Source: an optimization exercise on an open RTL-to-GDS flow (aim: small area, a short achievable clock period and few clock cycles per item). Production flows keep margins and buffers that such runs may drop.
Only simulation tests tie the RTL to the original design; equivalence was not proved.

Setup of wip/violet:
Design shipovnik_chal, start of the top module:
module shipovnik_chal (
    input  wire         clk,
    input  wire         rst,
    input  wire         start,
    input  wire [511:0] hash,
    output reg          busy,
    output reg          done,
    output reg  [437:0] ch
);
    reg [511:0]      x;       
    reg [19:0]   v;       
    reg [4:0] cnt;     
    reg              ld;      
    wire [511:0] xn = ~x;
    wire n1 = x[4] ^ xn[0] ^ 1'b1;
    wire n2 = (x[4] & xn[0]) | (x[4] & 1'b1) | (xn[0] & 1'b1);
    wire n3 = x[10] ^ xn[6] ^ xn[0];
    wire n4 = (x[10] & xn[6]) | (x[10] & xn[0]) | (xn[6] & xn[0]);
    wire n5 = x[11] ^ xn[7] ^ xn[1];
    wire n6 = (x[11] & xn[7]) | (x[11] & xn[1]) | (xn[7] & xn[1]);
    wire n7 = x[12] ^ xn[8] ^ xn[2];
    wire n8 = (x[12] & xn[8]) | (x[12] & xn[2]) | (xn[8] & xn[2]);
    wire n9 = x[13] ^ xn[9] ^ xn[3];
    wire n10 = (x[13] & xn[9]) | (x[13] & xn[3]) | (xn[9] & xn[3]);
    wire n11 = x[14] ^ xn[10] ^ xn[4];
    wire n12 = (x[14] & xn[10]) | (x[14] & xn[4]) | (xn[10] & xn[4]);
    wire n13 = x[15] ^ xn[11] ^ xn[5];
  ...
For scale: about 7200 cells after synthesis.
Settings: LEC_CHECK=0, CAP_MARGIN=20, CORE_MARGIN=2, CORE_UTILIZATION=65, SLEW_MARGIN=20; clock period 32.0 ns.
standard.sh (not shown) runs the stock make flow with config.mk's settings and CLKGATE_MAP_FILE= SYNTH_SCRIPT=/design/flow/synth_recipe.tcl, a recipe that flattens the netlist after the stock synthesis.
==> flow/flow/run.sh <==
#!/bin/bash
# The standard layout (standard.sh), with three changes to how it is made:
#  - ports are buffered with sky130_fd_sc_hd__buf_1 rather than the default cell,
#  - sizing may change a cell's footprint (MATCH_CELL_FOOTPRINT=0),
#  - setup repair aims 24.4 ns below the 32 ns period, so critical paths get sized.
# make's full output goes to make_finish.log here; each step's log is under orfs/logs.
set -euo pipefail
bash standard.sh MATCH_CELL_FOOTPRINT=0 SETUP_SLACK_MARGIN=24.4 \
  "BUFFER_PORTS_ARGS=-buffer_cell sky130_fd_sc_hd__buf_1" finish > make_finish.log 2>&1
wip/violet: no failed stages, no open violations at the end
Testbench counts of wip/violet, summed over its fixed seeds: cycles 5,376, items 256.
What wip/lagoon does differently from wip/violet at the input level:
Settings: changing CORE_UTILIZATION from 65 to 60.
==> flow/flow/run.sh <==
#!/bin/bash
# The standard layout (standard.sh), with four changes to how it is made:
#  - ports are buffered with sky130_fd_sc_hd__buf_1 rather than the default cell,
#  - sizing may change a cell's footprint (MATCH_CELL_FOOTPRINT=0),
#  - setup repair aims 24.2 ns below the 32 ns period, so critical paths get sized,
#  - clock tree synthesis adds no dummy loads.
# make's full output goes to make_finish.log here; each step's log is under orfs/logs.
set -euo pipefail
bash standard.sh MATCH_CELL_FOOTPRINT=0 SETUP_SLACK_MARGIN=24.2 \
  "BUFFER_PORTS_ARGS=-buffer_cell sky130_fd_sc_hd__buf_1" \
  "CTS_ARGS=-sink_clustering_enable -repair_clock_nets -dont_use_dummy_load" \
  finish > make_finish.log 2>&1
### Flow results
- Number of standard cells in the final layout excluding fillers was higher in wip/lagoon than in wip/violet.
- In the flow results for wip/violet and wip/lagoon, the floorplan core area is larger on wip/lagoon.
#### Input delta (wip/umber over wip/lagoon)
Settings: CORE_UTILIZATION changed from 60 to 55.
==> flow/flow/run.sh <==
#!/bin/bash
# The standard layout (standard.sh), with three changes to how it is made:
#  - ports are buffered with sky130_fd_sc_hd__buf_1 rather than the default cell,
#  - sizing may change a cell's footprint (MATCH_CELL_FOOTPRINT=0),
#  - setup repair aims 24 ns below the 32 ns period, so critical paths get sized.
# make's full output goes to make_finish.log here; each step's log is under orfs/logs.
set -euo pipefail
bash standard.sh MATCH_CELL_FOOTPRINT=0 SETUP_SLACK_MARGIN=24 \
  "BUFFER_PORTS_ARGS=-buffer_cell sky130_fd_sc_hd__buf_1" finish > make_finish.log 2>&1
- wip/umber reached the final stage; the timing, design-rule and antenna checks on its layout passed.
- wip/umber: sum of routed wire length over all layers is 11000 µm higher than what wip/lagoon reported.
- The higher row count of wip/umber and wip/lagoon is in wip/umber.
- Taking wip/lagoon as the reference, in wip/umber minimum period implied by the final worst setup slack increased 0.11 ns; die height now larger.
What wip/yarrow does differently from wip/umber at the input level:
==> flow/flow/run.sh <==
#!/bin/bash
# The standard layout (standard.sh), with four changes to how it is made:
#  - ports are buffered with sky130_fd_sc_hd__buf_1 rather than the default cell,
#  - sizing may change a cell's footprint (MATCH_CELL_FOOTPRINT=0),
#  - setup repair aims 24 ns below the 32 ns period, so critical paths get sized,
#  - clock tree synthesis adds no dummy loads.
# make's full output goes to make_finish.log here; each step's log is under orfs/logs.
set -euo pipefail
bash standard.sh MATCH_CELL_FOOTPRINT=0 SETUP_SLACK_MARGIN=24 \
  "BUFFER_PORTS_ARGS=-buffer_cell sky130_fd_sc_hd__buf_1" \
  "CTS_ARGS=-sink_clustering_enable -repair_clock_nets -dont_use_dummy_load" \
  finish > make_finish.log 2>&1
Notes after the runs:
On wip/yarrow: cell area after layout is about 1.3% lower than what wip/umber gave. Against wip/umber, clock period minus worst slack in wip/yarrow came out worse. Comparing wip/yarrow against wip/umber, there is no change at all in synthesized cell count.

## separate check: timing with driven ports
In the flow no input, the clock included, has a driving cell. The finished layouts below were timed again as built, in two steps.
Step 1: set_driving_cell puts a clkbuf_16 on clk and a buf_2 on each other input, an assumption about the parent block.
Step 2 adds t to the input delays and takes it off the output delays; t is the mean of the earliest and latest rising clock arrival at the registers after step 1. Input paths then give back, and output paths get back, about the clock's delay inside the block.
Slacks: ideal ports / drivers / drivers and shift; pairs: ideal ports / drivers.
run | t (ns) | setup slack, ns | hold WS [ns] | clock arrival spread, ns | pins driven straight from the clock port
wip/violet | 0.841 | 24.179 / 24.087 / 24.575 | 0.534 / 0.534 / 0.534 | 0.072 / 0.073 | 1
wip/lagoon | 0.799 | 24.246 / 24.156 / 24.434 | 0.473 / 0.473 / 0.473 | 0.114 / 0.114 | 1
wip/umber | 0.858 | 24.134 / 24.041 / 24.274 | 0.470 / 0.470 / 0.470 | 0.071 / 0.072 | 1
wip/yarrow | 0.829 | 24.120 / 24.026 / 24.311 | 0.465 / 0.465 / 0.465 | 0.113 / 0.113 | 1
After both steps setup and hold are still met in every run listed.
